Source: an optimization exercise on an open RTL-to-GDS flow (aim: small area). Production flows keep margins and buffers that such runs may drop. The RTL was checked by simulation tests, not by an equivalence proof against the original design. Power is estimated from default activity; no workload was simulated.

==> design.v <==
module i2rtd_engine (
    input  wire        clk,
    input  wire        rst,
    input  wire        ms_tick,
    input  wire        req_valid,
    output wire        req_ready,
    input  wire [7:0]  req_op,
    input  wire [16:0] req_start,
    input  wire [17:0] req_len,       
    input  wire [17:0] req_end,       
    input  wire        req_use_end,
    input  wire        req_pl_none,
    input  wire        req_halt,
    input  wire [7:0]  req_target,
    input  wire        req_on,
    input  wire        req_force,
    input  wire        pl_valid,
    input  wire [7:0]  pl_data,
    output wire        pl_ready,
    output wire        rd_valid,
    output wire [7:0]  rd_data,
    output wire        resp_valid,
    output wire [2:0]  resp_code,
    output wire        resp_bool,
    output wire        resp_mode,
    output wire        resp_k,
    output wire [1:0]  resp_space,
    output wire        resp_bound,
    output wire [18:0] resp_value,
    output wire [15:0] resp_limit,
    output wire        bus_valid,
    output reg         bus_wr,
    output reg  [1:0]  bus_dev,
    output reg  [2:0]  bus_len,
    output reg  [39:0] bus_data,
    input  wire        bus_done,
    input  wire [1:0]  bus_status,
    input  wire [7:0]  bus_rdata
);
    localparam [4:0]
        S_INIT   = 5'b00000,
        S_IDLE   = 5'b00001,
        S_RESP   = 5'b00010,
        S_RESPD  = 5'b00011,      
        S_DEAD   = 5'b00100,
        S_SDCHK  = 5'b00101,
        S_GOK    = 5'b00110,      
        S_XSTART = 5'b00111,
        S_PL     = 5'b01000,
        S_XNEXT  = 5'b01001,
        S_CALC   = 5'b01010,      
        S_DSD1   = 5'b01100,      
        S_DSD2   = 5'b01101,      
        S_D100   = 5'b01110,      
        S_DX     = 5'b01111,      
        B_ISPSET = 5'b10000,      
        B_RST2   = 5'b10001,      
        B_SDSEQ  = 5'b10010,      
        B_H80    = 5'b10011,      
        B_XCMD   = 5'b10100,      
        B_CTOR   = 5'b11000,      
        B_QDBG   = 5'b11001,      
        B_GPRB   = 5'b11010,      
        B_SDPRB  = 5'b11011,      
        B_Q30    = 5'b11100,      
        B_Q31    = 5'b11101,      
        B_QG     = 5'b11110,      
        B_XRD    = 5'b11111;      
    reg [4:0]  state;
    reg        halted;
    reg        auto_en;
    reg        xph;           
    reg        flg;           
    reg [1:0]  sp;            
    reg        wr;            
    reg [7:0]  tgt;
    reg [16:0] A;             
    reg [18:0] E;             
    reg        cy;            
    reg        bw;            
    reg [7:0]  pv;            
    reg [2:0]  code;
    reg        aux;           
    wire [3:0]  lo4      = req_op[3:0];
    wire        r_range  = (req_op[7:6] == 2'b00) && (req_op[5:4] != 2'd3) && (lo4 >= 4'd1) && (lo4 <= 4'd3);
    wire        r_ctl    = (req_op[7:4] == 4'h3) && (lo4 <= 4'd6);
    wire        r_write  = (lo4 == 4'd2);
    wire        r_dump   = (lo4 == 4'd3);
    wire        refuse   = !(r_range || r_ctl) || (req_use_end && !r_dump);
    wire        r_isp    = (req_op[5:4] == 2'd0);
    wire        err      = (bus_status != 2'd0);
    wire        sd_on    = !xph || ((sp == 2'd3) && wr && flg);
    wire        bracket  = flg && (sp != 2'd0);
    reg         le;
    reg  [16:0] Ainc;
    reg         ic;
    integer     j;
    always @(*) begin
        le = 1'b1;
        for (j = 0; j < 16; j = j + 1)
            le = (E[j] & ~A[j]) | (le & ~(E[j] ^ A[j]));
        le = le & ~A[16];
        ic = 1'b1;
        for (j = 0; j < 17; j = j + 1) begin
            Ainc[j] = A[j] ^ ic;
            ic      = ic & A[j];
        end
    end
    reg  [7:0]  pinc;
    reg         pc;
    integer     m;
    always @(*) begin
        pc = 1'b1;
        for (m = 0; m < 8; m = m + 1) begin
            pinc[m] = pv[m] ^ pc;
            pc      = pc & pv[m];
        end
    end
    wire        tick_thr = (state == S_D100) ? pv[7] :
                           (state == S_DX)   ? ((sp == 2'd2 && !flg) ? pv[5] : pv[4]) :
                                               pv[6];
    wire        in_delay = (state[4:2] == 3'b011);
    wire        hx       = (sp == 2'd3) ? flg : !xph;    
    wire        gexit_sd = auto_en && (sp != 2'd0);
    wire        start_err = (sp == 2'd0) ? (|A[16:8]) : A[16];
    wire        end_err   = E[18] | ((sp == 2'd0) ? (|E[17:8]) : (|E[17:16]));
    wire        calc_a   = !(pv[4] && (pv[1] || pv[0])) && A[0];    
    wire        calc_b   = E[0] ^ bw;
    wire        calc_s   = calc_a ^ calc_b ^ cy;
    wire        calc_end = pv[4] && pv[1];                           
    assign req_ready  = (state == S_IDLE);
    assign pl_ready   = (state == S_PL);
    assign bus_valid  = state[4];
    assign resp_valid = (state == S_RESP) || (state == S_RESPD);
    assign rd_valid   = (state == S_XNEXT) && !wr;
    assign rd_data    = pv;
    wire is4 = (code == 3'd4);
    wire lim = is4 && !(aux && E[18]);
    assign resp_code  = code;
    assign resp_bool  = aux && (code == 3'd0);
    assign resp_mode  = aux && (code == 3'd2);
    assign resp_k     = aux && (code == 3'd6);
    assign resp_bound = aux && is4;
    assign resp_space = is4 ? sp : 2'd0;
    assign resp_value = !is4 ? 19'd0 : aux ? E : {2'b00, A};
    assign resp_limit = {{8{lim && (sp != 2'd0)}}, {8{lim}}};
    always @(*) begin
        bus_wr   = 1'b0;
        bus_dev  = 2'd2;
        bus_len  = 3'd0;
        bus_data = 40'd0;
        case (state)
        B_CTOR: begin bus_wr = 1'b1; bus_dev = 2'd0; end
        B_Q30, B_Q31, B_QG: begin bus_wr = 1'b1; bus_dev = 2'd0; bus_len = 3'd1; bus_data[7:0] = 8'h6f; end
        B_ISPSET: begin bus_dev = 2'd0; bus_len = 3'd2; bus_data[15:0] = {flg, 7'd0, 8'h6f}; end
        B_RST2:   begin bus_dev = 2'd0; bus_len = 3'd2; bus_data[15:0] = {8'h03, 8'hee}; end
        B_QDBG, B_GPRB, B_SDPRB: bus_wr = 1'b1;
        B_SDSEQ: begin
            if (sd_on) begin bus_dev = 2'd1; bus_len = 3'd4; bus_data[31:0] = {8'h21, 8'h4b, 8'h54, 8'h52}; end
            else       begin bus_len = 3'd2; bus_data[15:0] = {8'h59, 8'h42}; end
        end
        B_H80:    begin bus_len = 3'd2; bus_data[15:0] = {7'd0, hx, 8'h80}; end
        B_XCMD: begin
            case (sp)
            2'd0: begin
                bus_dev = 2'd0;
                if (wr) begin bus_len = 3'd2; bus_data[15:0] = {pv, A[7:0]}; end
                else    begin bus_len = 3'd1; bus_data[7:0]  = A[7:0]; end
            end
            2'd1: begin
                if (wr) begin bus_len = 3'd4; bus_data[31:0] = {pv, A[15:8], A[7:0], 8'h3b}; end
                else    begin bus_len = 3'd3; bus_data[23:0] = {A[15:8], A[7:0], 8'h3a}; end
            end
            default: begin
                bus_len = 3'd5;
                if (wr) bus_data = {A[15:8], pv, tgt, A[7:0], 8'h04};
                else    bus_data = {A[15:8], 8'h00, tgt, A[7:0], 8'h44};
            end
            endcase
        end
        B_XRD: begin bus_wr = 1'b1; if (sp == 2'd0) bus_dev = 2'd0; end
        default: ;
        endcase
    end
    always @(posedge clk) begin
        if (rst) begin
            state   <= S_INIT;
            halted  <= 1'b0;
            auto_en <= 1'b0;
        end else begin
            if (in_delay && ms_tick) pv <= pinc;
            case (state)
            S_INIT: state <= B_CTOR;
            B_CTOR: if (bus_done) begin
                code  <= (bus_status == 2'd0) ? 3'd0 : (bus_status == 2'd1) ? 3'd1 : 3'd6;
                aux   <= bus_status[1];
                state <= err ? S_RESPD : S_RESP;
            end
            S_IDLE: if (req_valid) begin
                sp   <= req_op[5:4];
                wr   <= r_range ? r_write : req_op[0];
                flg  <= r_range ? req_halt : (req_on || (lo4 == 4'd5));
                xph  <= !r_range && (r_dump || lo4 == 4'd5);
                tgt  <= req_target;
                A    <= req_start;
                E    <= req_use_end ? {req_end[17], req_end} : {req_len[17], req_len};
                pv   <= 8'd0;
                cy   <= 1'b0;
                bw   <= 1'b1;
                aux  <= 1'b0;
                code <= refuse ? 3'd7 : (r_range && r_write && req_pl_none) ? 3'd5 : 3'd0;
                if (refuse)
                    state <= S_RESP;
                else if (r_range && !req_use_end)
                    state <= S_CALC;
                else if (r_range)
                    state <= r_isp ? B_QG : (auto_en ? B_SDPRB : B_GPRB);
                else case (req_op[2:0])
                    3'd0: state <= B_Q30;
                    3'd1: state <= req_force ? B_ISPSET : B_Q31;
                    3'd2: state <= B_QDBG;
                    3'd3: state <= req_force ? S_SDCHK : B_SDPRB;
                    3'd4: begin auto_en <= req_on; state <= S_RESP; end
                    3'd5: state <= B_ISPSET;
                    default: state <= auto_en ? B_SDPRB : B_GPRB;
                endcase
            end
            B_Q30: if (bus_done) begin
                code  <= err ? 3'd6 : 3'd0;
                aux   <= err ? bus_status[1] : bus_rdata[7];
                state <= S_RESP;
            end
            B_Q31: if (bus_done) begin
                if (err) begin
                    code <= 3'd6; aux <= bus_status[1]; state <= S_RESP;
                end else if (bus_rdata[7] == flg) begin
                    state <= S_RESP;
                end else begin
                    state <= B_ISPSET;
                end
            end
            B_QG: if (bus_done) begin
                if (err) begin
                    code <= 3'd6; aux <= bus_status[1]; state <= S_RESP;
                end else if (bus_rdata[7]) begin
                    state <= S_GOK;
                end else begin
                    code <= 3'd2; aux <= 1'b0; state <= S_RESP;
                end
            end
            B_RST2: if (bus_done) begin
                if (err) begin code <= 3'd6; aux <= bus_status[1]; end
                state <= S_RESP;
            end
            B_ISPSET: if (bus_done) begin
                if (err) begin
                    code <= 3'd6; aux <= bus_status[1]; state <= S_RESP;
                end else begin
                    state <= xph ? B_RST2 : S_RESP;    
                end
            end
            B_QDBG: if (bus_done) begin
                code  <= bus_status[1] ? 3'd6 : 3'd0;
                aux   <= bus_status[1] || !bus_status[0];
                state <= S_RESP;
            end
            B_GPRB: if (bus_done) begin
                if (bus_status == 2'd0) begin
                    state <= S_GOK;
                end else begin
                    code <= bus_status[1] ? 3'd6 : 3'd2; aux <= 1'b1; state <= S_RESP;
                end
            end
            B_SDPRB: if (bus_done) begin
                if (bus_status[1]) begin
                    code <= 3'd6; aux <= 1'b1; state <= S_RESP;
                end else if ((bus_status == 2'd0) == sd_on) begin
                    state <= xph ? S_RESP : S_GOK;
                end else begin
                    state <= S_SDCHK;
                end
            end
            S_SDCHK: begin
                if (!sd_on && halted) begin
                    code <= 3'd3; state <= S_RESP;
                end else begin
                    pv <= 8'd0; state <= S_DSD1;
                end
            end
            S_DSD1: if (tick_thr) state <= B_SDSEQ;
            B_SDSEQ: if (bus_done) begin
                if (err) begin
                    code <= 3'd6; aux <= bus_status[1]; state <= S_RESP;
                end else begin
                    pv <= 8'd0; state <= S_DSD2;
                end
            end
            S_DSD2: if (tick_thr) state <= xph ? S_RESP : S_GOK;
            S_CALC: begin
                pv <= pinc;
                if (!(pv[4] && (pv[1] || pv[0]))) A <= {A[0], A[16:1]};
                E  <= {calc_s, E[18:1]};
                cy <= (calc_a & calc_b) | (cy & (calc_a ^ calc_b));
                bw <= bw & ~E[0];
                if (calc_end) state <= (sp == 2'd0) ? B_QG : (auto_en ? B_SDPRB : B_GPRB);
            end
            S_GOK: begin
                if (sp == 2'd3)      state <= B_H80;
                else if (code != 3'd0) state <= S_RESP;
                else if (start_err || end_err) begin
                    code <= 3'd4; aux <= !start_err; state <= S_RESP;
                end
                else if (bracket)    state <= B_H80;
                else                 state <= S_XSTART;
            end
            B_H80: if (bus_done) begin
                if (err) begin
                    code <= 3'd6; aux <= bus_status[1]; state <= S_RESP;
                end else begin
                    halted <= hx;
                    pv <= 8'd0; state <= S_D100;
                end
            end
            S_D100: if (tick_thr) begin
                if (sp != 2'd3 && halted) begin
                    state <= S_XSTART;
                end else if (sp != 2'd3 && code == 3'd6) begin
                    state <= S_RESP;
                end else if (gexit_sd) begin
                    xph <= 1'b1; state <= B_SDPRB;
                end else begin
                    state <= S_RESP;
                end
            end
            S_XSTART: begin
                if (le)           state <= wr ? S_PL : B_XCMD;
                else if (bracket) begin
                    xph <= 1'b1; state <= B_H80;
                end
                else if (gexit_sd) begin
                    xph <= 1'b1; state <= B_SDPRB;
                end else          state <= S_RESP;
            end
            S_PL: if (pl_valid) begin
                pv <= pl_data; state <= B_XCMD;
            end
            B_XCMD: if (bus_done) begin
                if (err) begin
                    code <= 3'd6; aux <= bus_status[1];
                    xph   <= 1'b1;
                    state <= bracket ? B_H80 : S_RESP;
                end else if (sp == 2'd2 || (sp == 2'd1 && !flg)) begin
                    pv <= 8'd0; state <= S_DX;
                end else begin
                    state <= wr ? S_XNEXT : B_XRD;
                end
            end
            S_DX: if (tick_thr) state <= wr ? S_XNEXT : B_XRD;
            B_XRD: if (bus_done) begin
                if (err) begin
                    code <= 3'd6; aux <= bus_status[1];
                    xph   <= 1'b1;
                    state <= bracket ? B_H80 : S_RESP;
                end else begin
                    pv <= bus_rdata; state <= S_XNEXT;
                end
            end
            S_XNEXT: begin
                A <= Ainc; state <= S_XSTART;
            end
            S_RESP:  state <= S_IDLE;
            S_RESPD: state <= S_DEAD;
            S_DEAD:  state <= S_DEAD;
            default: state <= S_INIT;
            endcase
        end
    end
endmodule
==> flow/run.sh <==
#!/bin/bash
# The standard layout (standard.sh), except that the port buffers use the
# smallest buffer cell instead of the delay buffer buffer_ports picks by default.
set -euo pipefail
bash standard.sh finish "BUFFER_PORTS_ARGS=-buffer_cell sky130_fd_sc_hd__buf_1" > flow_make.log 2>&1
==> standard.sh <==
#!/bin/bash
# synth_recipe.tcl (not shown) runs the flow's synth.tcl, then flattens the netlist and writes it again
# the make line also repeats each setting of config.mk as NAME=value (left out here)
make -C /OpenROAD-flow-scripts/flow DESIGN_CONFIG=/design/flow/config.mk WORK_HOME=/design/flow/orfs CLKGATE_MAP_FILE= SYNTH_SCRIPT=/design/flow/synth_recipe.tcl "${@:-finish}"
==> config.mk <==
export PLATFORM = sky130hd
export DESIGN_NAME = i2rtd_engine
export DESIGN_NICKNAME = i2rtd_engine
export VERILOG_FILES = /design/flow/design.v
export SDC_FILE = /design/flow/constraint.sdc
export NUM_CORES = 4
export LEC_CHECK = 0
export ABC_AREA = 1
export CAP_MARGIN = 20
export CORE_MARGIN = 2
export CORE_UTILIZATION = 40
export SLEW_MARGIN = 20
==> constraint.sdc <==
create_clock -name core_clock -period 10.0 [get_ports {clk}]
set_input_delay 2.0000 -clock core_clock [delete_from_list [all_inputs] [get_ports {clk}]]
set_output_delay 2.0000 -clock core_clock [all_outputs]
set_load 0.01 [all_outputs]
==> results of run 1 <==
## kinds of logic (layout without fill, tap and decap cells)
kind of cell | count (synthesis) | after routing | synth area share, %
and+or+nand+nor | 445 | 445 | 29.3
xor gates and xnor gates | 3 | 3 | 0.419
DFF | 70 | 70 | 32.4
adders and majority gates | 39 | 39 | 7.89
AOI/OAI and AO/OA | 194 | 194 | 18.9
buffers and inverters | 170 | 354 | 11.1
## flip-flops by register name, summed over array words and instances (netlist names)
signal and cells:
halted 1, sp 2, tgt 8, wr 1
bw 1, state 5, auto_en 1, A 17
code 3, xph 1, cy 1, E 19
flg 1, pv 8, aux 1
## final timing paths
kind	startpoint	endpoint	cells past startpoint
worst max-delay path	state[4]$_SDFFE_PP0P_	bus_data[2]	7
worst min register to register	state[2]$_SDFFE_PP0P_	state[2]$_SDFFE_PP0P_	2
worst max register to register	A[0]$_DFFE_PP_	A[16]$_DFFE_PP_	17
worst min-delay path	state[2]$_SDFFE_PP0P_	state[2]$_SDFFE_PP0P_	2
## layer usage
layer | part of all wire (%) | vias to the layer above | GRT usage (%) | wire length [µm]
met2 | 44 | 386 | 45.1 | 10900
met3 | 9.9 | 27 | 4.91 | 2460
met1 | 44 | 3308 | 42.9 | 11000
met4 | 1.8 | 0 | 9.14 | 437
li1 | - | 3482 | - | -
met5 | 0 | - | 0 | 0
## cell usage in the layout (no fill, tap or decap), types with 7 or more instances in the layout
cell | synthesis | routed
sky130_fd_sc_hd__buf_1 | 1 | 200
sky130_fd_sc_hd__inv_2 | 20 | 20
sky130_fd_sc_hd__nor4_1 | 9 | 9
sky130_fd_sc_hd__nand3_1 | 20 | 20
sky130_fd_sc_hd__o21ai_1 | 9 | 9
sky130_fd_sc_hd__ha_1 | 38 | 38
sky130_fd_sc_hd__buf_4 | 15 | 7
sky130_fd_sc_hd__clkbuf_16 | 0 | 9
sky130_fd_sc_hd__nand4_1 | 17 | 17
sky130_fd_sc_hd__a21oi_1 | 55 | 55
sky130_fd_sc_hd__dfxtp_1 | 7 | 7
sky130_fd_sc_hd__a31oi_1 | 22 | 22
sky130_fd_sc_hd__nand2_1 | 238 | 238
sky130_fd_sc_hd__inv_1 | 109 | 109
sky130_fd_sc_hd__o211ai_1 | 25 | 25
sky130_fd_sc_hd__nor2_1 | 132 | 131
sky130_fd_sc_hd__nor3_1 | 18 | 17
sky130_fd_sc_hd__edfxtp_1 | 63 | 63
sky130_fd_sc_hd__o21ai_0 | 45 | 45
## power by group through the flow
stage / clock network (µW) / registers [µW] / logic, µW
floorplan: 0 / 432 / 407
finish: 353 / 445 / 617
detailed placement: 0 / 450 / 607
CTS: 356 / 444 / 610
global placement: 0 / 451 / 610
global route: 367 / 453 / 680
## area by class of cell
class	count	area, µm²
Clock inverter	6	85.1
Inverter	131	492
Sequential cell	70	2030
Clock buffer	10	229
Fill cell	1623	7780
Multi-Input combinational cell	681	3570
Tap cell	211	264
Timing Repair Buffer	207	803
## worst max-delay path, delay by kind of cell, from the launching register on
| family | cells | cell delay (ps) |
|---|---|---|
| DFF | 1 | 620 |
| buffers and inverters | 3 | 630 |
| AOI/OAI and AO/OA | 1 | 260 |
| and+or+nand+nor | 3 | 1130 |
## stage by stage
stage               power [µW]  worst slack (ps)  std cells  instance area (µm²)  util [%]
global placement          1060              5560       1300                 7150      46.9
detailed placement        1060              5470       1300                 7150      46.9
CTS                       1410              5080       1316                 7470      48.9
floorplan                  839              5840        921                 6280         -
global route              1500              4850       1316                 7480      49.0
finish                    1420              5010       1316                 7480      49.0
==> metrics.log, run 1 <==
[metrics] Final setup violation count: 0
[metrics] width of the die: 129 µm
[metrics] fraction of the yosys area taken by sequential cells: 32.4%
[metrics] number of buffers inserted by hold repair at cts: 0
[metrics] power density over cell area: 189 nW/µm²
[metrics] maximum number of pins on one net before global-route repair: 65
[metrics] number of buffers inserted during clock tree synthesis: 9
[metrics] hpwl dp: 19.7 mm
[metrics] net switching power of the design: 622 µW
[metrics] clock slew at the register clock pins of the worst setup and hold paths: 60 ps
[metrics] clk root buf: sky130_fd_sc_hd__clkbuf_16
[metrics] cell with the largest stage delay on the worst path: sky130_fd_sc_hd__dfxtp_1
[metrics] cells along the critical path: nand2_1 > nor2_2 > inv_2 > nor2_1 > inv_2 > o311ai_0 > buf_1
[metrics] final worst clock skew: 5.07 ps
[metrics] category of the worst setup path capture point: output port
[metrics] proportion of layout cells with a drive suffix above 1: 4.71%
[metrics] most instantiated flip-flop cell in the synthesis netlist: sky130_fd_sc_hd__edfxtp_1
[metrics] antenna cell count: 0
[metrics] most frequent cell on the critical path: sky130_fd_sc_hd__inv_2
[metrics] hold violation count in the final report: 0
[metrics] starting density of the core: 41.1%
[metrics] length of the first detailed-routing pass in iterations: 6
[metrics] number of clock sinks seen by CTS: 70
[metrics] net count reported at finish: 1237
[metrics] normalized max-slew margin: 32.2%
[metrics] list of most frequent post-synthesis cells: 238 x sky130_fd_sc_hd__nand2_1, 132 x sky130_fd_sc_hd__nor2_1, 109 x sky130_fd_sc_hd__inv_1, 63 x sky130_fd_sc_hd__edfxtp_1, 55 x sky130_fd_sc_hd__a21oi_1
[metrics] total standard cell area after synthesis: 6280 µm²
[metrics] CTS Buffer Depth: 2
[metrics] Max-cap violations: 0
[metrics] residual DRC count: 0
[metrics] slowest stage delay, CP: 620 ps
[metrics] die footprint: 16700 µm²
[metrics] share of the cycle needed by the critical path after routing: 49.9%
[metrics] Seq pwr share: 31.5%
[metrics] Syn-to-layout area delta: 19.2%
[metrics] clock network fraction of total power: 24.9%
[metrics] clock tree from TritonCTS: done
[metrics] LEAKAGE: 0.00318 µW
[metrics] FMAX: 200 MHz
[metrics] number of pins with negative max-slew slack in the final report: 0
[metrics] top fanout value on the critical path: 14
[metrics] vertical extent of the die: 129 µm
[metrics] largest cells by area after synthesis: sky130_fd_sc_hd__edfxtp_1 30%, sky130_fd_sc_hd__nand2_1 14%, sky130_fd_sc_hd__nor2_1 7.9%
[metrics] final weighted congestion in routability-driven placement: 0.971
[metrics] unrepaired setup endpoints after global routing: false
[metrics] leftover overflow at the end of global routing: 0
[metrics] wire length of the first global-routing pass: 37.1 mm
[metrics] antenna violations before repair: 0
[metrics] combinational share of power: 43.6%
[metrics] post-DR wirelength/cell: 18.9 µm
[metrics] startpoint-to-endpoint class of the critical path: reg2out
[metrics] Port Buf Inserts: 200
[metrics] area share of the largest cell type after synthesis: 30.1%
[metrics] most frequent cell after synthesis: sky130_fd_sc_hd__nand2_1
[metrics] result of the run: timing/DRC/antenna clean
[metrics] number of cells upsized or downsized after cts: 0
[metrics] Seq cells post-synth: 70
[metrics] Internal: 794 µW
[metrics] vias in the first global route: 6475
[metrics] type of the worst min-delay path: reg2reg
[metrics] clock insertion delay at the later pin of the skew report: 350 ps
[metrics] instance count of the mapped netlist: 921
[metrics] Worst EP arrival: 2990 ps
[metrics] number of enable-type register cells in the synthesized netlist: 63
[metrics] maximum vdd drop: 0.000147 V
[metrics] Avg Synthesized Cell Area: 6.82 µm²
[metrics] smallest hold slack: 506 ps
[metrics] post-CTS setup repair buffer count: 0
[metrics] Tot GR Track Use: 29.6%
[metrics] boundary pin count: 201
[metrics] synthesized net count: 1058
[metrics] iteration-0 DRC count of the detailed router: 775
[metrics] Critical Path Start Type: flip-flop
[metrics] number of placement rows: 45
[metrics] Crit path required time: 8000 ps
[metrics] total number of yosys warnings: 1
[metrics] final sum of negative setup slack: 0 ps
[metrics] via density per instance: 5.47
[metrics] biggest area consumer among synthesized cells: sky130_fd_sc_hd__edfxtp_1
[metrics] WL final: 24.8 mm
[metrics] number of levels in the clock H-tree: 3
[metrics] setup slack of the worst register-to-register path: 6040 ps
[metrics] Routed Antenna Nets: 0
[metrics] minimum clock period after layout: 4990 ps
[metrics] core region area: 15300 µm²
[metrics] vias post-DR: 7203
[metrics] number of distinct library cells after synthesis: 50
[metrics] proportion of total power due to net switching: 43.9%
[metrics] Async SR Flop Fraction: 0%
[metrics] Worst-Margin Slew: 1010 ps
==> inputs of run 2 (changes only) <==
==> run.sh (new file) <==
#!/bin/bash
# synth_recipe.tcl (not shown) runs the flow's synth.tcl, then flattens the netlist and writes it again
# the make line also repeats each setting of config.mk as NAME=value (left out here)
make -C /OpenROAD-flow-scripts/flow DESIGN_CONFIG=/design/flow/config.mk WORK_HOME=/design/flow/orfs CLKGATE_MAP_FILE= SYNTH_SCRIPT=/design/flow/synth_recipe.tcl finish
removed: flow/run.sh
removed: standard.sh
==> metrics.log, run 2 <==
[metrics] setup slack of the worst register-to-register path: 6090 ps (+50 ps)
[metrics] number of cells upsized or downsized after cts: 0 (unchanged)
[metrics] FMAX: 182 MHz (-9.0%)
[metrics] largest registers: E: 19 flops, A: 17 flops
[metrics] proportion of layout cells with a drive suffix above 1: 4.80% (+0.095 points)
[metrics] die footprint: 16700 µm² (unchanged)
[metrics] minimum clock period after layout: 5490 ps (+496 ps)
[metrics] maximum vdd drop: 0.000134 V (-8.5%)
[metrics] antenna cell count: 0 (unchanged)
[metrics] number of buffers inserted during clock tree synthesis: 9 (unchanged)
[metrics] synthesized net count: 1058 (unchanged)
[metrics] Tot GR Track Use: 30.2% (+0.56 points)
[metrics] Largest register FFs: 19 (unchanged)
[metrics] Max-cap violations: 0 (unchanged)
[metrics] WL final: 25.3 mm (+2.1%)
[metrics] dominant combinational cell family by area after synthesis: simple AND/OR/NAND/NOR gates
[metrics] Final setup violation count: 0 (unchanged)
[metrics] most used cells in the layout excluding fill and tap cells: 238 x sky130_fd_sc_hd__nand2_1, 200 x sky130_fd_sc_hd__clkdlybuf4s50_1, 131 x sky130_fd_sc_hd__nor2_1
[metrics] category of the worst setup path capture point: output port
[metrics] number of distinct library cells after synthesis: 50 (unchanged)
[metrics] Avg Synthesized Cell Area: 6.82 µm² (unchanged)
[metrics] Compound-Gate Fraction of Synth Area: 18.9% (unchanged)
[metrics] Crit path required time: 8000 ps (about the same)
[metrics] post-CTS setup repair buffer count: 0 (unchanged)
[metrics] top fanout value on the critical path: 14 (unchanged)
[metrics] antenna violations before repair: 1 (+1)
[metrics] leftover overflow at the end of global routing: 0 (unchanged)
[metrics] simple-gate share of the synthesized area: 29.3% (unchanged)
[metrics] R2R depth: 17 (unchanged)
[metrics] biggest area consumer among synthesized cells: sky130_fd_sc_hd__edfxtp_1
[metrics] most instantiated flip-flop cell in the synthesis netlist: sky130_fd_sc_hd__edfxtp_1
[metrics] net switching power of the design: 623 µW (+0.18%)
[metrics] number of clock sinks seen by CTS: 70 (unchanged)
[metrics] register ranked first by flip-flop count: E
[metrics] xor/xnor share of the synthesized area: 0.419% (unchanged)
[metrics] proportion of total power due to net switching: 40.6% (-3.3 points)
[metrics] Critical Path Start Type: flip-flop
[metrics] core region area: 15300 µm² (unchanged)
[metrics] number of placement rows: 45 (unchanged)
[metrics] result of the run: timing/DRC/antenna clean
[metrics] largest cells by area after synthesis: sky130_fd_sc_hd__edfxtp_1 30%, sky130_fd_sc_hd__nand2_1 14%, sky130_fd_sc_hd__nor2_1 7.9%
[metrics] post-layout power: 1530 µW (+8.4%)
[metrics] Port Buf Inserts: 200 (unchanged)
[metrics] number of buffers inserted by hold repair at cts: 0 (unchanged)
[metrics] total number of yosys warnings: 1 (unchanged)
[metrics] FF-to-FF End: A[16]$_DFFE_PP_
[metrics] normalized max-slew margin: 21.9% (-10 points)
[metrics] clock tree from TritonCTS: done
[metrics] wire length of the first global-routing pass: 37.9 mm (+2.0%)
[metrics] iteration-0 DRC count of the detailed router: 820 (+5.8%)
[metrics] starting density of the core: 41.1% (unchanged)
[metrics] hpwl dp: 20.1 mm (+2.0%)
[metrics] boundary pin count: 201 (unchanged)
[metrics] most frequent cell after synthesis: sky130_fd_sc_hd__nand2_1
[metrics] Syn-to-layout area delta: 38.9%
[metrics] number of enable-type register cells in the synthesized netlist: 63 (unchanged)
[metrics] clk root buf: sky130_fd_sc_hd__clkbuf_16
[metrics] share of cell area taken by muxes after synthesis: 0% (unchanged)
[metrics] adder-cell share of the synthesized area: 7.89% (unchanged)
[metrics] worst reg2reg startpoint: A[0]$_DFFE_PP_
[metrics] clock network fraction of total power: 22.9% (-2.0 points)
[metrics] Routed Antenna Nets: 0 (unchanged)
[metrics] instance count of the mapped netlist: 921 (unchanged)
[metrics] width of the die: 129 µm (unchanged)
[metrics] critical hold path startpoint: state[2]$_SDFFE_PP0P_
[metrics] unrepaired setup endpoints after global routing: false
[metrics] vias post-DR: 7259 (+0.78%)
[metrics] final weighted congestion in routability-driven placement: 1.00 (+3.4%)
[metrics] startpoint-to-endpoint class of the critical path: reg2out
[metrics] CTS Buffer Depth: 2 (unchanged)
[metrics] vias in the first global route: 6619 (+2.2%)
[metrics] Worst EP arrival: 3490 ps (+500 ps)
[metrics] LEAKAGE: 0.00368 µW (+16%)
[metrics] via density per instance: 5.52 (+0.85%)
[metrics] number of pins with negative max-slew slack in the final report: 0 (unchanged)
[metrics] hold violation count in the final report: 0 (unchanged)
[metrics] residual DRC count: 0 (unchanged)
[metrics] area share of the largest cell type after synthesis: 30.1% (unchanged)
[metrics] Internal: 911 µW (+15%)
[metrics] Worst-Margin Slew: 1170 ps (+151 ps)
[metrics] Seq cells post-synth: 70 (unchanged)
[metrics] Hold Crit Endpoint: state[2]$_SDFFE_PP0P_
[metrics] total standard cell area after synthesis: 6280 µm² (unchanged)
[metrics] share of the cycle needed by the critical path after routing: 54.9% (+5.0 points)
[metrics] clock insertion delay at the later pin of the skew report: 350 ps (about the same)
[metrics] combinational share of power: 48.0% (+4.4 points)
[metrics] post-DR wirelength/cell: 19.3 µm (+2.1%)
[metrics] list of most frequent post-synthesis cells: 238 x sky130_fd_sc_hd__nand2_1, 132 x sky130_fd_sc_hd__nor2_1, 109 x sky130_fd_sc_hd__inv_1, 63 x sky130_fd_sc_hd__edfxtp_1, 55 x sky130_fd_sc_hd__a21oi_1
[metrics] length of the first detailed-routing pass in iterations: 6 (unchanged)
[metrics] final worst clock skew: 9.01 ps (+3.94 ps)
[metrics] number of stages on the worst hold path: 2 (unchanged)
[metrics] commonest non-fill, non-tap cell in the layout: sky130_fd_sc_hd__nand2_1
[metrics] final sum of negative setup slack: 0 ps (unchanged)
[metrics] clock slew at the register clock pins of the worst setup and hold paths: 60 ps (about the same)
[metrics] net count reported at finish: 1237 (unchanged)
[metrics] fraction of the yosys area taken by sequential cells: 32.4% (unchanged)
[metrics] maximum number of pins on one net before global-route repair: 44 (-32%)
[metrics] power density over cell area: 176 nW/µm² (-7.0%)
[metrics] vertical extent of the die: 129 µm (unchanged)
[metrics] Async SR Flop Fraction: 0% (unchanged)
[metrics] type of the worst min-delay path: reg2reg
[metrics] Seq pwr share: 29.1% (-2.4 points)
[metrics] number of levels in the clock H-tree: 3 (unchanged)
-- run 2: worst max-delay path: stages (launching register included) --
cell and delay (ps):
sky130_fd_sc_hd__dfxtp_1 620, sky130_fd_sc_hd__nand2_1 200, sky130_fd_sc_hd__nor2_2 360, sky130_fd_sc_hd__inv_2 160
sky130_fd_sc_hd__nor2_1 610, sky130_fd_sc_hd__inv_2 250, sky130_fd_sc_hd__o311ai_0 260, sky130_fd_sc_hd__clkdlybuf4s50_1 660
-- run 2: worst max path at each step --
| stage | startpoint | end | slack (ps) | cells after the start |
|---|---|---|---|---|
| floorplan | rst | A[0]$_DFFE_PP_ | 5840 | 3 |
| global placement | state[4]$_SDFFE_PP0P_ | bus_data[2] | 5120 | 7 |
| detailed placement | state[4]$_SDFFE_PP0P_ | bus_data[2] | 4990 | 7 |
| CTS | state[4]$_SDFFE_PP0P_ | bus_data[2] | 4590 | 7 |
| global route | state[4]$_SDFFE_PP0P_ | bus_data[2] | 4360 | 7 |
| finish | state[4]$_SDFFE_PP0P_ | bus_data[2] | 4510 | 7 |
-- run 2: power by group through the flow --
stage | clock, µW | combinational [µW] | sequential (µW)
final | 352 | 736 | 447
after global routing | 366 | 802 | 452
after CTS | 354 | 728 | 445
after detailed placement | 0 | 724 | 450
after global placement | 0 | 727 | 451
after floorplan | 0 | 407 | 432
-- run 2: logic make-up after synthesis --
kind of cell               Yosys count
xor gates and xnor gates             3
buffers and inverters              170
AOI/OAI and AO/OA                  194
adders and majority gates           39
and+or+nand+nor                    445
DFF                                 70
-- run 2: through the flow --
stage	utilization [%]	cell area [µm²]	std cells	hold slack [ps]	setup slack (ps)
after global routing	57.2	8720	1315	536	4360
final	57.2	8720	1315	497	4510
after global placement	55.1	8410	1300	482	5120
after detailed placement	55.1	8410	1300	491	4990
after CTS	57.1	8720	1315	501	4590
after floorplan	-	6280	921	451	5840
-- run 2: routing by layer --
metal | vias up | routed length, µm | global-route usage [%]
met5 | - | 13 | 0
met4 | 2 | 421 | 7.03
met3 | 33 | 2860 | 7.80
met2 | 446 | 10800 | 45.1
met1 | 3299 | 11300 | 43.7
li1 | 3479 | - | -
-- run 2: cell type report --
type / count / area, µm²
multi-input cells: 681 / 3570
well taps: 211 / 264
clock buffers: 9 / 225
repair buffers: 207 / 2050
fillers: 1536 / 6540
flip-flops and latches: 70 / 2030
inverters: 131 / 492
clock inverters: 6 / 86.3
==> inputs of run 3 (changes only) <==
--- a/design.v
+++ b/design.v
@@ -38,21 +38,22 @@
     input  wire [7:0]  bus_rdata
 );
     localparam [4:0]
-        S_INIT   = 5'b00000,
+        S_INIT   = 5'b00000,      
         S_IDLE   = 5'b00001,
         S_RESP   = 5'b00010,
         S_RESPD  = 5'b00011,      
-        S_DEAD   = 5'b00100,
+        S_NEXT   = 5'b00100,      
         S_SDCHK  = 5'b00101,
-        S_GOK    = 5'b00110,      
-        S_XSTART = 5'b00111,
+        S_XSTART = 5'b00110,
+        S_GOK    = 5'b00111,      
         S_PL     = 5'b01000,
-        S_XNEXT  = 5'b01001,
+        S_STEP   = 5'b01001,      
         S_CALC   = 5'b01010,      
+        S_DEAD   = 5'b01011,
         S_DSD1   = 5'b01100,      
-        S_DSD2   = 5'b01101,      
-        S_D100   = 5'b01110,      
-        S_DX     = 5'b01111,      
+        S_DSD2   = 5'b01101,
+        S_D100   = 5'b01110,
+        S_DX     = 5'b01111,
         B_ISPSET = 5'b10000,      
         B_RST2   = 5'b10001,      
         B_SDSEQ  = 5'b10010,      
@@ -78,6 +79,7 @@
     reg [18:0] E;             
     reg        cy;            
     reg        bw;            
+    reg        le;            
     reg [7:0]  pv;            
     reg [2:0]  code;
     reg        aux;           
@@ -88,24 +90,10 @@
     wire        r_dump   = (lo4 == 4'd3);
     wire        refuse   = !(r_range || r_ctl) || (req_use_end && !r_dump);
     wire        r_isp    = (req_op[5:4] == 2'd0);
+    wire        r_serr   = r_isp ? (|req_start[16:8]) : req_start[16];    
     wire        err      = (bus_status != 2'd0);
     wire        sd_on    = !xph || ((sp == 2'd3) && wr && flg);
     wire        bracket  = flg && (sp != 2'd0);
-    reg         le;
-    reg  [16:0] Ainc;
-    reg         ic;
-    integer     j;
-    always @(*) begin
-        le = 1'b1;
-        for (j = 0; j < 16; j = j + 1)
-            le = (E[j] & ~A[j]) | (le & ~(E[j] ^ A[j]));
-        le = le & ~A[16];
-        ic = 1'b1;
-        for (j = 0; j < 17; j = j + 1) begin
-            Ainc[j] = A[j] ^ ic;
-            ic      = ic & A[j];
-        end
-    end
     reg  [7:0]  pinc;
     reg         pc;
     integer     m;
@@ -125,24 +113,25 @@
     wire        start_err = (sp == 2'd0) ? (|A[16:8]) : A[16];
     wire        end_err   = E[18] | ((sp == 2'd0) ? (|E[17:8]) : (|E[17:16]));
     wire        calc_a   = !(pv[4] && (pv[1] || pv[0])) && A[0];    
-    wire        calc_b   = E[0] ^ bw;
+    wire        calc_b   = (E[0] & !aux) ^ bw;      
     wire        calc_s   = calc_a ^ calc_b ^ cy;
     wire        calc_end = pv[4] && pv[1];                           
+    wire        step_s   = A[0] ^ cy;
     assign req_ready  = (state == S_IDLE);
     assign pl_ready   = (state == S_PL);
     assign bus_valid  = state[4];
     assign resp_valid = (state == S_RESP) || (state == S_RESPD);
-    assign rd_valid   = (state == S_XNEXT) && !wr;
+    assign rd_valid   = (state == S_NEXT) && !wr && cy;
     assign rd_data    = pv;
     wire is4 = (code == 3'd4);
-    wire lim = is4 && !(aux && E[18]);
+    wire lim = is4 && !E[18];
     assign resp_code  = code;
     assign resp_bool  = aux && (code == 3'd0);
     assign resp_mode  = aux && (code == 3'd2);
     assign resp_k     = aux && (code == 3'd6);
     assign resp_bound = aux && is4;
     assign resp_space = is4 ? sp : 2'd0;
-    assign resp_value = !is4 ? 19'd0 : aux ? E : {2'b00, A};
+    assign resp_value = is4 ? E : 19'd0;
     assign resp_limit = {{8{lim && (sp != 2'd0)}}, {8{lim}}};
     always @(*) begin
         bus_wr   = 1'b0;
@@ -188,7 +177,19 @@
             halted  <= 1'b0;
             auto_en <= 1'b0;
         end else begin
-            if (in_delay && ms_tick) pv <= pinc;
+            if (state[4]) begin
+                if (bus_done) pv <= (state == B_XRD) ? bus_rdata : 8'd0;
+            end else if (state[4:3] == 2'b00) begin
+                pv <= 8'd0;
+            end else if (state == S_PL) begin
+                if (pl_valid) pv <= pl_data;
+            end else if (state == S_CALC || state == S_STEP || (in_delay && ms_tick)) begin
+                pv <= pinc;
+            end
+            if (state[4]) cy <= 1'b1;
+            else if (state == S_GOK || state == S_D100) cy <= 1'b0;
+            if (state[4:3] == 2'b00) le <= 1'b1;
+            if (!state[4] && state[2:0] == 3'b110) xph <= 1'b1;    
             case (state)
             S_INIT: state <= B_CTOR;
             B_CTOR: if (bus_done) begin
@@ -204,14 +205,13 @@
                 tgt  <= req_target;
                 A    <= req_start;
                 E    <= req_use_end ? {req_end[17], req_end} : {req_len[17], req_len};
-                pv   <= 8'd0;
                 cy   <= 1'b0;
-                bw   <= 1'b1;
-                aux  <= 1'b0;
+                bw   <= !r_serr;
+                aux  <= r_range && r_serr;
                 code <= refuse ? 3'd7 : (r_range && r_write && req_pl_none) ? 3'd5 : 3'd0;
                 if (refuse)
                     state <= S_RESP;
-                else if (r_range && !req_use_end)
+                else if (r_range && (!req_use_end || r_serr))
                     state <= S_CALC;
                 else if (r_range)
                     state <= r_isp ? B_QG : (auto_en ? B_SDPRB : B_GPRB);
@@ -284,7 +284,7 @@
                 if (!sd_on && halted) begin
                     code <= 3'd3; state <= S_RESP;
                 end else begin
-                    pv <= 8'd0; state <= S_DSD1;
+                    state <= S_DSD1;
                 end
             end
             S_DSD1: if (tick_thr) state <= B_SDSEQ;
@@ -292,82 +292,82 @@
                 if (err) begin
                     code <= 3'd6; aux <= bus_status[1]; state <= S_RESP;
                 end else begin
-                    pv <= 8'd0; state <= S_DSD2;
+                    state <= S_DSD2;
                 end
             end
             S_DSD2: if (tick_thr) state <= xph ? S_RESP : S_GOK;
             S_CALC: begin
-                pv <= pinc;
                 if (!(pv[4] && (pv[1] || pv[0]))) A <= {A[0], A[16:1]};
                 E  <= {calc_s, E[18:1]};
                 cy <= (calc_a & calc_b) | (cy & (calc_a ^ calc_b));
                 bw <= bw & ~E[0];
                 if (calc_end) state <= (sp == 2'd0) ? B_QG : (auto_en ? B_SDPRB : B_GPRB);
             end
+            S_STEP: begin
+                A  <= {step_s, A[16:1]};
+                cy <= A[0] & cy;
+                E[16:0] <= {E[0], E[16:1]};
+                le <= (!step_s & E[0]) | (!(step_s ^ E[0]) & le);
+                if (pv[4]) state <= S_XSTART;
+            end
+            S_NEXT: state <= S_STEP;
             S_GOK: begin
                 if (sp == 2'd3)      state <= B_H80;
                 else if (code != 3'd0) state <= S_RESP;
                 else if (start_err || end_err) begin
-                    code <= 3'd4; aux <= !start_err; state <= S_RESP;
+                    code <= 3'd4; aux <= !start_err; state <= S_RESP;    
                 end
                 else if (bracket)    state <= B_H80;
-                else                 state <= S_XSTART;
+                else                 state <= S_NEXT;
             end
             B_H80: if (bus_done) begin
                 if (err) begin
                     code <= 3'd6; aux <= bus_status[1]; state <= S_RESP;
                 end else begin
                     halted <= hx;
-                    pv <= 8'd0; state <= S_D100;
+                    state <= S_D100;
                 end
             end
             S_D100: if (tick_thr) begin
                 if (sp != 2'd3 && halted) begin
-                    state <= S_XSTART;
+                    state <= S_NEXT;
                 end else if (sp != 2'd3 && code == 3'd6) begin
                     state <= S_RESP;
                 end else if (gexit_sd) begin
-                    xph <= 1'b1; state <= B_SDPRB;
+                    state <= B_SDPRB;
                 end else begin
                     state <= S_RESP;
                 end
             end
             S_XSTART: begin
                 if (le)           state <= wr ? S_PL : B_XCMD;
-                else if (bracket) begin
-                    xph <= 1'b1; state <= B_H80;
-                end
+                else if (bracket) state <= B_H80;
                 else if (gexit_sd) begin
-                    xph <= 1'b1; state <= B_SDPRB;
+                    state <= B_SDPRB;
                 end else          state <= S_RESP;
             end
             S_PL: if (pl_valid) begin
-                pv <= pl_data; state <= B_XCMD;
+                state <= B_XCMD;
             end
             B_XCMD: if (bus_done) begin
                 if (err) begin
                     code <= 3'd6; aux <= bus_status[1];
-                    xph   <= 1'b1;
                     state <= bracket ? B_H80 : S_RESP;
                 end else if (sp == 2'd2 || (sp == 2'd1 && !flg)) begin
-                    pv <= 8'd0; state <= S_DX;
+                    state <= S_DX;
                 end else begin
-                    state <= wr ? S_XNEXT : B_XRD;
+                    state <= wr ? S_NEXT : B_XRD;
                 end
             end
-            S_DX: if (tick_thr) state <= wr ? S_XNEXT : B_XRD;
+            S_DX: if (tick_thr) state <= wr ? S_NEXT : B_XRD;
             B_XRD: if (bus_done) begin
                 if (err) begin
                     code <= 3'd6; aux <= bus_status[1];
-                    xph   <= 1'b1;
                     state <= bracket ? B_H80 : S_RESP;
                 end else begin
-                    pv <= bus_rdata; state <= S_XNEXT;
+                    state <= S_NEXT;
                 end
             end
-            S_XNEXT: begin
-                A <= Ainc; state <= S_XSTART;
-            end
             S_RESP:  state <= S_IDLE;
             S_RESPD: state <= S_DEAD;
             S_DEAD:  state <= S_DEAD;
==> flow/run.sh (new file) <==
#!/bin/bash
# The standard layout (standard.sh), except that:
#  - the port buffers use the smallest buffer cell instead of the delay buffer
#    buffer_ports picks by default;
#  - clock tree synthesis inserts no dummy loads and uses the buffers listed here.
set -euo pipefail
bash standard.sh finish \
  "BUFFER_PORTS_ARGS=-buffer_cell sky130_fd_sc_hd__buf_1" \
  "CTS_ARGS=-sink_clustering_enable -repair_clock_nets -dont_use_dummy_load -buf_list sky130_fd_sc_hd__clkbuf_4 sky130_fd_sc_hd__clkbuf_8" \
  > flow_make.log 2>&1
==> standard.sh (new file) <==
#!/bin/bash
# synth_recipe.tcl (not shown) runs the flow's synth.tcl, then flattens the netlist and writes it again
# the make line also repeats each setting of config.mk as NAME=value (left out here)
make -C /OpenROAD-flow-scripts/flow DESIGN_CONFIG=/design/flow/config.mk WORK_HOME=/design/flow/orfs CLKGATE_MAP_FILE= SYNTH_SCRIPT=/design/flow/synth_recipe.tcl "${@:-finish}"
--- a/config.mk
+++ b/config.mk
@@ -5,8 +5,8 @@
 export SDC_FILE = /design/flow/constraint.sdc
 export NUM_CORES = 4
 export LEC_CHECK = 0
-export ABC_AREA = 1
 export CAP_MARGIN = 20
 export CORE_MARGIN = 2
 export CORE_UTILIZATION = 40
+export CTS_BUF_LIST = sky130_fd_sc_hd__clkbuf_4 sky130_fd_sc_hd__clkbuf_8
 export SLEW_MARGIN = 20
removed: run.sh
==> metrics.log, run 3 <==
[metrics] number of enable-type register cells in the synthesized netlist: 64 (+1.6%)
[metrics] number of distinct library cells after synthesis: 74 (+48%)
[metrics] synthesized net count: 822 (-22%)
[metrics] most instantiated flip-flop cell in the synthesis netlist: sky130_fd_sc_hd__edfxtp_1
[metrics] dominant combinational cell family by area after synthesis: simple AND/OR/NAND/NOR gates
[metrics] Compound-Gate Fraction of Synth Area: 21.2% (+2.3 points)
[metrics] Seq cells post-synth: 71 (+1.4%)
[metrics] Async SR Flop Fraction: 0% (unchanged)
[metrics] instance count of the mapped netlist: 714 (-22%)
[metrics] list of most frequent post-synthesis cells: 65 x sky130_fd_sc_hd__nor2_1, 64 x sky130_fd_sc_hd__edfxtp_1, 64 x sky130_fd_sc_hd__nand2_1, 56 x sky130_fd_sc_hd__a21oi_1, 52 x sky130_fd_sc_hd__o21ai_0
[metrics] total standard cell area after synthesis: 5940 µm² (-5.4%)
[metrics] failing step: clock tree synthesis
[metrics] width of the die: 126 µm (-2.6%)
[metrics] simple-gate share of the synthesized area: 26.1% (-3.3 points)
[metrics] number of placement rows: 44 (-2.2%)
[metrics] first error in the log: [ERROR STA-0564] clock_tree_synthesis positional arguments not supported.
[metrics] adder-cell share of the synthesized area: 2.23% (-5.7 points)
[metrics] worst slack at placement: 5670 ps (+681 ps)
[metrics] final weighted congestion in routability-driven placement: 1.01 (+1.1%)
[metrics] Avg Synthesized Cell Area: 8.32 µm² (+22%)
[metrics] vertical extent of the die: 126 µm (-2.6%)
[metrics] biggest area consumer among synthesized cells: sky130_fd_sc_hd__edfxtp_1
[metrics] boundary pin count: 201 (unchanged)
[metrics] total number of yosys warnings: 1 (unchanged)
[metrics] starting density of the core: 40.9% (-0.27 points)
[metrics] share of cell area taken by muxes after synthesis: 7.96% (+8.0 points)
[metrics] result of the run: stopped before the end
[metrics] largest cells by area after synthesis: sky130_fd_sc_hd__edfxtp_1 32%, sky130_fd_sc_hd__a21oi_1 4.7%, sky130_fd_sc_hd__mux2i_1 4.6%
[metrics] fraction of the yosys area taken by sequential cells: 34.7% (+2.3 points)
[metrics] area share of the largest cell type after synthesis: 32.4% (+2.2 points)
[metrics] hpwl dp: 15.7 mm (-22%)
[metrics] Port Buf Inserts: 200 (unchanged)
[metrics] xor/xnor share of the synthesized area: 0.885% (+0.47 points)
[metrics] most frequent cell after synthesis: sky130_fd_sc_hd__nor2_1
-- run 3: changes by cell type after synthesis, moves of 12 or more --
cell	change
sky130_fd_sc_hd__inv_2	-20
sky130_fd_sc_hd__inv_1	-86
sky130_fd_sc_hd__and3_1	+19
sky130_fd_sc_hd__mux2i_1	+27
sky130_fd_sc_hd__and2_1	+31
sky130_fd_sc_hd__ha_1	-29
sky130_fd_sc_hd__nand4_1	-12
sky130_fd_sc_hd__mux2_2	+18
sky130_fd_sc_hd__o211ai_1	-20
sky130_fd_sc_hd__nor2_1	-67
sky130_fd_sc_hd__nand2_1	-174
sky130_fd_sc_hd__a31oi_1	-14
-- run 3: worst max path at each step --
| stage | from | endpoint | depth (start not counted) |
|---|---|---|---|
| after floorplan | sp[1]$_DFFE_PP_ | resp_limit[10] | 5 |
| after global placement | sp[1]$_DFFE_PP_ | bus_data[10] | 5 |
| after detailed placement | sp[1]$_DFFE_PP_ | bus_data[10] | 5 |
-- run 3: stage by stage --
step	cell area (µm²)	instances
floorplan	5940	714
global placement	6690	1042
detailed placement	6690	1042
-- run 3: cells by family after synthesis --
logic type,count (synthesis)
xor gates and xnor gates,6
muxes,45
DFF,71
adders and majority gates,10
and+or+nand+nor,293
buffers and inverters,90
AOI/OAI and AO/OA,199
-- run 3: power by group through the flow --
stage	Combinational [µW]	Clock (µW)	Sequential, µW
floorplan	415	0	419
global placement	597	0	434
detailed placement	593	0	434
==> inputs of run 4 (changes only) <==
--- a/flow/run.sh
+++ b/flow/run.sh
@@ -6,5 +6,5 @@
 set -euo pipefail
 bash standard.sh finish \
   "BUFFER_PORTS_ARGS=-buffer_cell sky130_fd_sc_hd__buf_1" \
-  "CTS_ARGS=-sink_clustering_enable -repair_clock_nets -dont_use_dummy_load -buf_list sky130_fd_sc_hd__clkbuf_4 sky130_fd_sc_hd__clkbuf_8" \
+  "CTS_ARGS=-sink_clustering_enable -repair_clock_nets -dont_use_dummy_load -buf_list {sky130_fd_sc_hd__clkbuf_4 sky130_fd_sc_hd__clkbuf_8}" \
   > flow_make.log 2>&1
==> metrics.log, run 4 <==
[metrics] clock slew at the register clock pins of the worst setup and hold paths: 70 ps
[metrics] boundary pin count: 201 (unchanged)
[metrics] Compound-Gate Fraction of Synth Area: 21.2% (unchanged)
[metrics] Avg Synthesized Cell Area: 8.32 µm² (unchanged)
[metrics] via density per instance: 6.02
[metrics] commonest non-fill, non-tap cell in the layout: sky130_fd_sc_hd__buf_1
[metrics] die footprint: 15800 µm²
[metrics] largest registers: E: 19 flops, A: 17 flops
[metrics] final sum of negative setup slack: 0 ps
[metrics] normalized max-slew margin: 26.5%
[metrics] fill cell total of the finished layout: 1489
[metrics] clk root buf: sky130_fd_sc_hd__clkbuf_8
[metrics] Largest register FFs: 19
[metrics] xor/xnor share of the synthesized area: 0.885% (unchanged)
[metrics] dominant combinational cell family by area after synthesis: simple AND/OR/NAND/NOR gates
[metrics] Worst-Margin Slew: 1100 ps
[metrics] startpoint of the worst setup timing path: sp[1]$_DFFE_PP_
[metrics] post-CTS setup repair buffer count: 0
[metrics] net count reported at finish: 977
[metrics] number of distinct library cells after synthesis: 74 (unchanged)
[metrics] most instantiated flip-flop cell in the synthesis netlist: sky130_fd_sc_hd__edfxtp_1
[metrics] minimum clock period after layout: 4820 ps
[metrics] result of the run: timing/DRC/antenna clean
[metrics] iteration-0 DRC count of the detailed router: 837
[metrics] proportion of layout cells with a drive suffix above 1: 6.11%
[metrics] CTS Buffer Depth: 2
[metrics] type of the worst min-delay path: reg2reg
[metrics] length of the first detailed-routing pass in iterations: 6
[metrics] WL final: 21.2 mm
[metrics] final worst clock skew: 16.4 ps
[metrics] synthesized net count: 822 (unchanged)
[metrics] list of most frequent post-synthesis cells: 65 x sky130_fd_sc_hd__nor2_1, 64 x sky130_fd_sc_hd__edfxtp_1, 64 x sky130_fd_sc_hd__nand2_1, 56 x sky130_fd_sc_hd__a21oi_1, 52 x sky130_fd_sc_hd__o21ai_0
[metrics] FF-to-FF End: A[14]$_DFFE_PP_
[metrics] maximum number of pins on one net before global-route repair: 55
[metrics] FMAX: 207 MHz
[metrics] Port Buf Inserts: 200 (unchanged)
[metrics] R2R depth: 8
[metrics] Async SR Flop Fraction: 0% (unchanged)
[metrics] clock tree from TritonCTS: done
[metrics] most frequent cell after synthesis: sky130_fd_sc_hd__nor2_1
[metrics] worst setup path end: bus_data[10]
[metrics] Multi-input gate area: 3490 µm²
[metrics] most used cells in the layout excluding fill and tap cells: 200 x sky130_fd_sc_hd__buf_1, 64 x sky130_fd_sc_hd__edfxtp_1, 64 x sky130_fd_sc_hd__nand2_1, 64 x sky130_fd_sc_hd__nor2_1, 56 x sky130_fd_sc_hd__a21oi_1
[metrics] Worst EP arrival: 2820 ps
[metrics] maximum vdd drop: 0.0000802 V
[metrics] number of enable-type register cells in the synthesized netlist: 64 (unchanged)
[metrics] cell count after placement: 1042 (unchanged)
[metrics] antenna violations before repair: 0
[metrics] total standard cell area after synthesis: 5940 µm² (unchanged)
[metrics] adder-cell share of the synthesized area: 2.23% (unchanged)
[metrics] share of cell area taken by muxes after synthesis: 7.96% (unchanged)
[metrics] Routed Antenna Nets: 0
[metrics] hold violation count in the final report: 0
[metrics] power density over cell area: 179 nW/µm²
[metrics] Critical Path Start Type: flip-flop
[metrics] Syn-to-layout area delta: 14.9%
[metrics] antenna cell count: 0
[metrics] category of the worst setup path capture point: output port
[metrics] fraction of the yosys area taken by sequential cells: 34.7% (unchanged)
[metrics] residual DRC count: 0
[metrics] Crit path required time: 8000 ps
[metrics] final weighted congestion in routability-driven placement: 1.01 (unchanged)
[metrics] Max-cap violations: 0
[metrics] starting density of the core: 40.9% (unchanged)
[metrics] vertical extent of the die: 126 µm (unchanged)
[metrics] leftover overflow at the end of global routing: 0
[metrics] biggest area consumer among synthesized cells: sky130_fd_sc_hd__edfxtp_1
[metrics] number of pins with negative max-slew slack in the final report: 0
[metrics] clock insertion delay at the later pin of the skew report: 360 ps
[metrics] post-DR wirelength/cell: 20.1 µm
[metrics] wire length of the first global-routing pass: 32.0 mm
[metrics] storage element area: 2060 µm²
[metrics] number of buffers inserted during clock tree synthesis: 9
[metrics] simple-gate share of the synthesized area: 26.1% (unchanged)
[metrics] unrepaired setup endpoints after global routing: false
[metrics] Final setup violation count: 0
[metrics] register ranked first by flip-flop count: E
[metrics] number of levels in the clock H-tree: 3
[metrics] number of placement rows: 44 (unchanged)
[metrics] hpwl dp: 15.7 mm (unchanged)
[metrics] vias post-DR: 6328
[metrics] core region area: 14500 µm²
[metrics] Cell Count, Final, Fillers Out: 1051
[metrics] LEAKAGE: 0.00245 µW
[metrics] Seq cells post-synth: 71 (unchanged)
[metrics] number of buffers inserted by hold repair at cts: 0
[metrics] area share of the largest cell type after synthesis: 32.4% (unchanged)
[metrics] startpoint-to-endpoint class of the critical path: reg2out
[metrics] largest cells by area after synthesis: sky130_fd_sc_hd__edfxtp_1 32%, sky130_fd_sc_hd__a21oi_1 4.7%, sky130_fd_sc_hd__mux2i_1 4.6%
[metrics] number of clock sinks seen by CTS: 71
[metrics] total number of yosys warnings: 1 (unchanged)
[metrics] vias in the first global route: 5576
[metrics] number of cells upsized or downsized after cts: 0
[metrics] instance count of the mapped netlist: 714 (unchanged)
[metrics] worst reg2reg startpoint: state[4]$_SDFFE_PP0P_
[metrics] share of the cycle needed by the critical path after routing: 48.2%
[metrics] width of the die: 126 µm (unchanged)
[metrics] Tot GR Track Use: 25.7%
[metrics] top fanout value on the critical path: 30
[metrics] setup slack of the worst register-to-register path: 6900 ps
-- run 4: cell counts after synthesis --
No cell type changed its count.
-- run 4: worst min-delay path by stage --
stage	from	end	depth (start not counted)
6_report	state[1]$_SDFFE_PP0P_	state[1]$_SDFFE_PP0P_	2
3_5_place_dp	state[1]$_SDFFE_PP0P_	state[1]$_SDFFE_PP0P_	2
3_3_place_gp	state[1]$_SDFFE_PP0P_	state[1]$_SDFFE_PP0P_	2
5_1_grt	state[1]$_SDFFE_PP0P_	state[1]$_SDFFE_PP0P_	2
2_1_floorplan	auto_en$_SDFFE_PP0P_	auto_en$_SDFFE_PP0P_	2
4_1_cts	state[1]$_SDFFE_PP0P_	state[1]$_SDFFE_PP0P_	2
-- run 4: metal layers --
layer | global-route usage, % | vias up | part of all wire (%)
met5 | 0 | - | 0
met4 | 7.95 | 0 | 2.2
met3 | 4.84 | 32 | 11
met2 | 38.0 | 419 | 43
met1 | 38.1 | 2927 | 44
li1 | - | 2950 | -
-- run 4: final cells by class --
class | count | share of cell area, %
well taps | 184 | 3.37
multi-input cells | 553 | 51.2
clock buffers | 9 | 1.81
flip-flops and latches | 71 | 30.2
repair buffers | 210 | 12.1
inverters | 24 | 1.32
-- run 4: power by group --
part,leakage (µW),switching [µW],internal [µW]
Sequential,0.000641,48.9,380
Combinational,0.00174,407,202
Clock,0.0000647,103,80.3
Total,0.00245,558,663
-- run 4: kinds of logic (layout without fill, tap and decap cells) --
group | count (synthesis) | count (layout)
AOI/OAI and AO/OA | 199 | 199
DFF | 71 | 71
and+or+nand+nor | 293 | 293
xor gates and xnor gates | 6 | 6
muxes | 45 | 45
adders and majority gates | 10 | 10
buffers and inverters | 90 | 243
-- run 4: worst max-delay path: stages (launching register included) --
cell and delay, ps:
sky130_fd_sc_hd__edfxtp_1 880, sky130_fd_sc_hd__nand4_1 470, sky130_fd_sc_hd__nand2_1 250, sky130_fd_sc_hd__nand3_1 370
sky130_fd_sc_hd__o21ai_0 280, sky130_fd_sc_hd__buf_1 200
-- run 4: through the flow --
stage | cell area (µm²) | total power [µW] | hold slack (ps) | util, % | setup slack (ps)
after floorplan | 5940 | 834 | 476 | - | 5990
after global placement | 6690 | 1030 | 450 | 46.0 | 5730
after detailed placement | 6690 | 1030 | 457 | 46.0 | 5670
after CTS | 6810 | 1210 | 464 | 46.9 | 5280
after global routing | 6830 | 1290 | 499 | 47.0 | 5070
final | 6830 | 1220 | 464 | 47.0 | 5180
==> inputs of run 5 (changes only) <==
--- a/flow/run.sh
+++ b/flow/run.sh
@@ -6,5 +6,5 @@
 set -euo pipefail
 bash standard.sh finish \
   "BUFFER_PORTS_ARGS=-buffer_cell sky130_fd_sc_hd__buf_1" \
-  "CTS_ARGS=-sink_clustering_enable -repair_clock_nets -dont_use_dummy_load -buf_list {sky130_fd_sc_hd__clkbuf_4 sky130_fd_sc_hd__clkbuf_8}" \
+  "CTS_ARGS=-sink_clustering_enable -repair_clock_nets -dont_use_dummy_load -buf_list sky130_fd_sc_hd__clkbuf_8" \
   > flow_make.log 2>&1
--- a/config.mk
+++ b/config.mk
@@ -8,5 +8,5 @@
 export CAP_MARGIN = 20
 export CORE_MARGIN = 2
 export CORE_UTILIZATION = 40
-export CTS_BUF_LIST = sky130_fd_sc_hd__clkbuf_4 sky130_fd_sc_hd__clkbuf_8
+export CTS_BUF_LIST = sky130_fd_sc_hd__clkbuf_8
 export SLEW_MARGIN = 20
==> metrics.log, run 5 <==
[metrics] result of the run: timing/DRC/antenna clean
[metrics] Crit path required time: 8000 ps (about the same)
[metrics] cells along the critical path: nand4_1 > nand2_1 > nand3_1 > o21ai_0 > buf_1
[metrics] vias in the first global route: 5576 (unchanged)
[metrics] core region area: 14500 µm² (unchanged)
[metrics] number of buffers inserted by hold repair at cts: 0 (unchanged)
[metrics] final weighted congestion in routability-driven placement: 1.01 (unchanged)
[metrics] startpoint-to-endpoint class of the critical path: reg2out
[metrics] type of the worst min-delay path: reg2reg
[metrics] length of the first detailed-routing pass in iterations: 6 (unchanged)
[metrics] clock insertion delay at the later pin of the skew report: 360 ps (about the same)
[metrics] minimum clock period after layout: 4820 ps (unchanged)
[metrics] antenna violations before repair: 0 (unchanged)
[metrics] iteration-0 DRC count of the detailed router: 837 (unchanged)
[metrics] fraction of the yosys area taken by sequential cells: 34.7% (unchanged)
[metrics] slowest stage delay, CP: 880 ps (about the same)
[metrics] most frequent cell after synthesis: sky130_fd_sc_hd__nor2_1
[metrics] clk root buf: sky130_fd_sc_hd__clkbuf_8
[metrics] width of the die: 126 µm (unchanged)
[metrics] vias post-DR: 6328 (unchanged)
[metrics] die footprint: 15800 µm² (unchanged)
[metrics] via density per instance: 6.02 (unchanged)
[metrics] Critical Path Start Type: flip-flop
[metrics] Seq cells post-synth: 71 (unchanged)
[metrics] power density over cell area: 179 nW/µm² (unchanged)
[metrics] antenna cell count: 0 (unchanged)
[metrics] FMAX: 207 MHz (unchanged)
[metrics] WL final: 21.2 mm (unchanged)
[metrics] hold violation count in the final report: 0 (unchanged)
[metrics] number of enable-type register cells in the synthesized netlist: 64 (unchanged)
[metrics] fill cell total of the finished layout: 1489 (unchanged)
[metrics] normalized max-slew margin: 26.5% (unchanged)
[metrics] hpwl dp: 15.7 mm (unchanged)
[metrics] FF-to-FF End: A[14]$_DFFE_PP_
[metrics] boundary pin count: 201 (unchanged)
[metrics] clock slew at the register clock pins of the worst setup and hold paths: 70 ps (about the same)
[metrics] number of pins with negative max-slew slack in the final report: 0 (unchanged)
[metrics] residual DRC count: 0 (unchanged)
[metrics] Syn-to-layout area delta: 14.9% (unchanged)
[metrics] final worst clock skew: 16.4 ps (unchanged)
[metrics] most instantiated flip-flop cell in the synthesis netlist: sky130_fd_sc_hd__edfxtp_1
[metrics] Port Buf Inserts: 200 (unchanged)
[metrics] Worst EP arrival: 2820 ps (about the same)
[metrics] number of distinct library cells after synthesis: 74 (unchanged)
[metrics] number of buffers inserted during clock tree synthesis: 9 (unchanged)
[metrics] worst reg2reg startpoint: state[4]$_SDFFE_PP0P_
[metrics] wire length of the first global-routing pass: 32.0 mm (unchanged)
[metrics] share of the cycle needed by the critical path after routing: 48.2% (unchanged)
[metrics] cell with the largest stage delay on the worst path: sky130_fd_sc_hd__edfxtp_1
[metrics] Tot GR Track Use: 25.7% (unchanged)
[metrics] final sum of negative setup slack: 0 ps (unchanged)
[metrics] Final setup violation count: 0 (unchanged)
[metrics] Cell Count, Final, Fillers Out: 1051 (unchanged)
[metrics] Largest register FFs: 19 (unchanged)
[metrics] commonest non-fill, non-tap cell in the layout: sky130_fd_sc_hd__buf_1
[metrics] category of the worst setup path capture point: output port
[metrics] Hold Crit Endpoint: state[1]$_SDFFE_PP0P_
[metrics] biggest area consumer among synthesized cells: sky130_fd_sc_hd__edfxtp_1
[metrics] net count reported at finish: 977 (unchanged)
[metrics] number of cells upsized or downsized after cts: 0 (unchanged)
[metrics] top fanout value on the critical path: 30 (unchanged)
[metrics] number of placement rows: 44 (unchanged)
[metrics] maximum vdd drop: 0.0000802 V (unchanged)
[metrics] largest cells by area after synthesis: sky130_fd_sc_hd__edfxtp_1 32%, sky130_fd_sc_hd__a21oi_1 4.7%, sky130_fd_sc_hd__mux2i_1 4.6%
[metrics] CTS Buffer Depth: 2 (unchanged)
[metrics] critical hold path startpoint: state[1]$_SDFFE_PP0P_
[metrics] R2R depth: 8 (unchanged)
[metrics] post-DR wirelength/cell: 20.1 µm (unchanged)
[metrics] Avg Synthesized Cell Area: 8.32 µm² (unchanged)
[metrics] largest registers: E: 19 flops, A: 17 flops
[metrics] instance count of the mapped netlist: 714 (unchanged)
[metrics] proportion of layout cells with a drive suffix above 1: 6.11% (unchanged)
[metrics] synthesized net count: 822 (unchanged)
[metrics] most used cells in the layout excluding fill and tap cells: 200 x sky130_fd_sc_hd__buf_1, 64 x sky130_fd_sc_hd__edfxtp_1, 64 x sky130_fd_sc_hd__nand2_1, 64 x sky130_fd_sc_hd__nor2_1, 56 x sky130_fd_sc_hd__a21oi_1
[metrics] Async SR Flop Fraction: 0% (unchanged)
[metrics] LEAKAGE: 0.00245 µW (unchanged)
[metrics] list of most frequent post-synthesis cells: 65 x sky130_fd_sc_hd__nor2_1, 64 x sky130_fd_sc_hd__edfxtp_1, 64 x sky130_fd_sc_hd__nand2_1, 56 x sky130_fd_sc_hd__a21oi_1, 52 x sky130_fd_sc_hd__o21ai_0
[metrics] Routed Antenna Nets: 0 (unchanged)
[metrics] area share of the largest cell type after synthesis: 32.4% (unchanged)
[metrics] vertical extent of the die: 126 µm (unchanged)
[metrics] post-CTS setup repair buffer count: 0 (unchanged)
[metrics] leftover overflow at the end of global routing: 0 (unchanged)
[metrics] register ranked first by flip-flop count: E
[metrics] Max-cap violations: 0 (unchanged)
[metrics] starting density of the core: 40.9% (unchanged)
[metrics] number of stages on the worst hold path: 2 (unchanged)
[metrics] Worst-Margin Slew: 1100 ps (unchanged)
[metrics] number of clock sinks seen by CTS: 71 (unchanged)
[metrics] total standard cell area after synthesis: 5940 µm² (unchanged)
[metrics] cell count after placement: 1042 (unchanged)
[metrics] clock tree from TritonCTS: done
[metrics] maximum number of pins on one net before global-route repair: 55 (unchanged)
[metrics] total number of yosys warnings: 1 (unchanged)
[metrics] number of levels in the clock H-tree: 3 (unchanged)
[metrics] unrepaired setup endpoints after global routing: false
[metrics] setup slack of the worst register-to-register path: 6900 ps (about the same)
[run 5: cell counts in the layout (fill, tap and decap cells not counted)]
No cell type changed its count.
[run 5: critical path, delay by kind of cell (launching register included)]
family	cells	cell delay [ps]
AOI/OAI and AO/OA	1	280
buffers and inverters	1	200
DFF	1	880
and+or+nand+nor	3	1090
[run 5: kinds of logic after synthesis]
family | share of synthesized area (%)
compound gates | 21.2
xor+xnor | 0.885
fa+ha+maj | 2.23
buf+inv | 6.93
flops | 34.7
mux | 7.96
simple gates | 26.1
[run 5: metrics by stage]
| step | area, µm² | total power (µW) | hold slack [ps] | util (%) | setup slack (ps) |
|---|---|---|---|---|---|
| 6_report | 6830 | 1220 | 464 | 47.0 | 5180 |
| 5_1_grt | 6830 | 1290 | 499 | 47.0 | 5070 |
| 4_1_cts | 6810 | 1210 | 464 | 46.9 | 5280 |
| 3_5_place_dp | 6690 | 1030 | 457 | 46.0 | 5670 |
| 3_3_place_gp | 6690 | 1030 | 450 | 46.0 | 5730 |
| 2_1_floorplan | 5940 | 834 | 476 | - | 5990 |
[run 5: worst max-delay path by stage]
stage | from | end | slack (ps) | depth (start not counted)
3_3_place_gp | sp[1]$_DFFE_PP_ | bus_data[10] | 5730 | 5
2_1_floorplan | sp[1]$_DFFE_PP_ | resp_limit[10] | 5990 | 5
5_1_grt | sp[1]$_DFFE_PP_ | resp_limit[9] | 5070 | 3
3_5_place_dp | sp[1]$_DFFE_PP_ | bus_data[10] | 5670 | 5
6_report | sp[1]$_DFFE_PP_ | bus_data[10] | 5180 | 5
4_1_cts | sp[1]$_DFFE_PP_ | bus_data[10] | 5280 | 5
[run 5: report_power, final]
| part | switching [µW] | total, µW | internal, µW |
|---|---|---|---|
| registers | 48.9 | 429 | 380 |
| logic | 407 | 609 | 202 |
| clock network | 103 | 183 | 80.3 |
| total | 558 | 1220 | 663 |
[run 5: cell type report]
class / instances / area [µm²] / share of cell area, %
sequential: 71 / 2060 / 30.2
inverter: 24 / 90.1 / 1.32
tap: 184 / 230 / 3.37
clock buffer: 9 / 124 / 1.81
multi-input combinational: 553 / 3490 / 51.2
timing repair buffer: 210 / 826 / 12.1
[run 5: per-layer routing]
layer / part of all wire (%) / routed length (µm) / vias up / GRT usage, %
met1: 44 / 9210 / 2927 / 38.1
li1: - / - / 2950 / -
met2: 43 / 9200 / 419 / 38.0
met5: 0 / 0 / - / 0
met4: 2.2 / 459 / 0 / 7.95
met3: 11 / 2300 / 32 / 4.84
